Context: an optimization exercise on an open-source flow, tuned for small area. The choices shown serve that exercise and are no tape-out recipe.
The RTL was checked by simulation tests, not by an equivalence proof against the original design.
Power and IR drop assume default switching activity.

// ppk_sfe
module ppk_sfe (
    input  wire        clk,
    input  wire        rst,           
    input  wire        cmd_valid,
    output wire        cmd_ready,
    input  wire [2:0]  cmd_op,
    input  wire        cmd_xvalid,
    input  wire [31:0] cmd_x,
    input  wire [31:0] cmd_word,
    output reg         ev_valid,
    output reg  [1:0]  ev_kind,       
    output wire [31:0] ev_cur,
    output wire [7:0]  ev_bits,
    output reg         done,
    output wire [13:0] res_raw_adc,
    output wire [2:0]  res_range,
    output wire [5:0]  res_counter,
    output wire [7:0]  res_digital,
    output wire [15:0] res_adc4,
    output wire [2:0]  res_rangec,
    output wire        res_yvalid,
    output wire [31:0] res_y,
    output wire [31:0] loss_count
);
    localparam [2:0] OP_DEC = 3'd0, OP_FLT = 3'd1, OP_TRK = 3'd2,
                     OP_SMP = 3'd3, OP_RSTL = 3'd4, OP_START = 3'd5;
  ...
export LEC_CHECK = 0
export CAP_MARGIN = 20
export CORE_MARGIN = 2
export CORE_UTILIZATION = 40
export PLACE_DENSITY = 0.6
export SLEW_MARGIN = 20
create_clock -name core_clock -period 11.0 [get_ports {clk}]
standard.sh (not shown) runs the stock make flow with config.mk's settings and CLKGATE_MAP_FILE= SYNTH_SCRIPT=/design/flow/synth_recipe.tcl, a recipe that flattens the netlist after the stock synthesis.
==> flow/flow/run.sh <==
#!/bin/bash
set -euo pipefail
export BUFFER_PORTS_ARGS="-buffer_cell sky130_fd_sc_hd__buf_1"
export CTS_ARGS="-sink_clustering_enable -repair_clock_nets -dont_use_dummy_load -buf_list sky130_fd_sc_hd__clkbuf_4 -sink_clustering_size 10 -sink_clustering_max_diameter 50"
bash standard.sh > standard.log 2>&1
Next try:
--- a/flow/design.v
+++ b/flow/design.v
@@ -192,55 +192,59 @@
     end
     wire filt = ((op == OP_FLT) || (op == OP_SMP)) && xv;
     wire trk  = (op == OP_TRK) || (op == OP_SMP);
     assign res_yvalid = filt;
     wire       ph_ev   = (st == S_PH) && (diag || !c_eq);
     wire       j_adv   = (st == S_XFER) ? ph31 : ((st == S_SCAN) && (nem != plen) && !hit);
     wire [1:0] guard_u = gact ? guard_n : guard;
+    wire e_clr = rst || (ph31 && (st == S_TDEC) && synced && c_eq && (plen != 3'd0));
+    wire e_inc = (((st == S_PH) && !diag) || (st == S_RWND)) && !c_eq    
+              || (j_adv && (j == 3'd4))                                  
+              || (ph31 && ((st == S_PUSH) || ((st == S_END) && trk && xv)));
+    always @(posedge clk) begin
+        if (e_clr)
+            E <= 6'd0;
+        else if (e_inc)
+            E <= E + 6'd1;
+    end
     always @(posedge clk) begin
         ph       <= ph + 5'd1;
         done     <= ph31 && ((st == S_END) || (st == S_PUSH));
         ev_valid <= (ph31 && (((st == S_END) && trk) || (st == S_XFER))) || ph_ev;
         ev_kind  <= (st == S_PH) ? (diag ? EV_DIAG : EV_PLACEHOLDER)
                                  : ((st == S_END && !xv) ? EV_PLACEHOLDER : EV_SAMPLE);
         if (st == S_LADD) lc <= lco;    
         if (st == S_LADD) begin
             old_lt <= L[0] ? (kbit & olt_i) : (kbit | olt_i);
             new_lt <= lsum ? (kbit & nlt_i) : (kbit | nlt_i);
         end
-        if (take) begin
-            op    <= cmd_op;
-            xv    <= cmd_xvalid;
-            w_adc <= cmd_word[13:0];
-            w_rng <= cmd_word[16:14];
-            w_ctr <= cmd_word[23:18];
-        end
+        op    <= (op    & {3{!idle}})  | ({3{take}}  & cmd_op);
+        xv    <= (xv    & !idle)       | (take       & cmd_xvalid);
+        w_adc <= (w_adc & {14{!idle}}) | ({14{take}} & cmd_word[13:0]);
+        w_rng <= (w_rng & {3{!idle}})  | ({3{take}}  & cmd_word[16:14]);
+        w_ctr <= (w_ctr & {6{!idle}})  | ({6{take}}  & cmd_word[23:18]);
         if (j_adv) begin
             if (j == 3'd4) begin
                 j <= 3'd0;
-                E <= E + 6'd1;
             end else begin
                 j <= j + 3'd1;
             end
         end
         if (!rst && (st == S_PH || st == S_RWND)) begin
             if (st == S_PH && diag)
                 old_lt <= 1'b0;
-            else if (!c_eq)
-                E <= E + 6'd1;
         end
         if (rst) begin
             st     <= S_RSTW;
             ph     <= 5'd0;
             finit  <= 1'b0;
             guard  <= 2'd0;
             synced <= 1'b0;
             plen   <= 3'd0;
             nem    <= 3'd0;
-            E      <= 6'd0;
             done     <= 1'b0;
             ev_valid <= 1'b0;
         end else if (ph31) begin
             case (st)
             S_IDLE: begin
                 if (cmd_valid) st <= S_DISP;
             end
@@ -286,15 +290,14 @@
                 if (!synced) begin
                     st <= S_RWND;
                 end else if (c_eq) begin
                     j <= 3'd0;
                     if (plen == 3'd0) begin
                         st <= S_END;
                     end else begin
-                        E  <= 6'd0;
                         st <= S_SCAN;
                     end
                 end else if (plen != 3'd5) begin
                     st <= S_PUSH;
                 end else begin
                     st <= S_LADD;
                 end
@@ -304,15 +307,14 @@
                 3'd0: PT0 <= key;
                 3'd1: PT1 <= key;
                 3'd2: PT2 <= key;
                 3'd3: PT3 <= key;
                 default: PT4 <= key;
                 endcase
                 plen <= plen + 3'd1;
-                E    <= E + 6'd1;
                 st   <= S_IDLE;
             end
             S_LADD: st <= S_PH;
             S_PH, S_RWND: begin
                 if ((st == S_RWND || !diag) && c_eq) begin
                     plen   <= 3'd0;
                     synced <= 1'b1;
@@ -328,15 +330,14 @@
             end
             S_XFER: begin
                 if (first) k1 <= j;
                 nem <= nem + 3'd1;
                 st  <= S_SCAN;
             end
             S_END: begin
-                if (trk && xv) E <= E + 6'd1;
                 nem <= 3'd0;
                 st  <= S_IDLE;
             end
             default: st <= S_IDLE;
             endcase
         end
     end
What happened: Worst setup slack gets worse by 0.67 ns; hold slack gets better by 0.049 ns; synthesized cell count is higher by 1.3%; total power is lower by 1.6%; utilization is higher by 0.32 points; final area is lower by 1.5%; non-clock buffer count is lower by 3; flip-flop and latch count is unchanged; sequential share of layout area is lower by 0.82 points; critical path depth is lower by 1; cell count stays flat.

-- afterwards: timing with drivers on the ports --
Ports are ideal in the flow. The routed layouts listed here were re-timed in OpenROAD. Step 1 (the two cells are an assumption about what drives the block):
set clk [get_ports {clk}]
set_driving_cell -lib_cell sky130_fd_sc_hd__clkbuf_16 $clk
set_driving_cell -lib_cell sky130_fd_sc_hd__buf_2 [delete_from_list [all_inputs] $clk]
Step 2 adds t to the input delays and takes it off the output delays; t is the mean of the earliest and latest rising clock arrival at the registers after step 1. Input paths then give back, and output paths get back, about the clock's delay inside the block. Slacks: ideal / step 1 / step 2; pairs: ideal / step 1.
run | t (ns) | slack for setup (ns) | pins driven straight from the clock port
the first run | 0.803 | 5.442 / 5.442 / 5.442 | 1
the second run | 0.704 | 4.775 / 4.775 / 4.775 | 1
After both steps setup and hold are still met in every run listed.
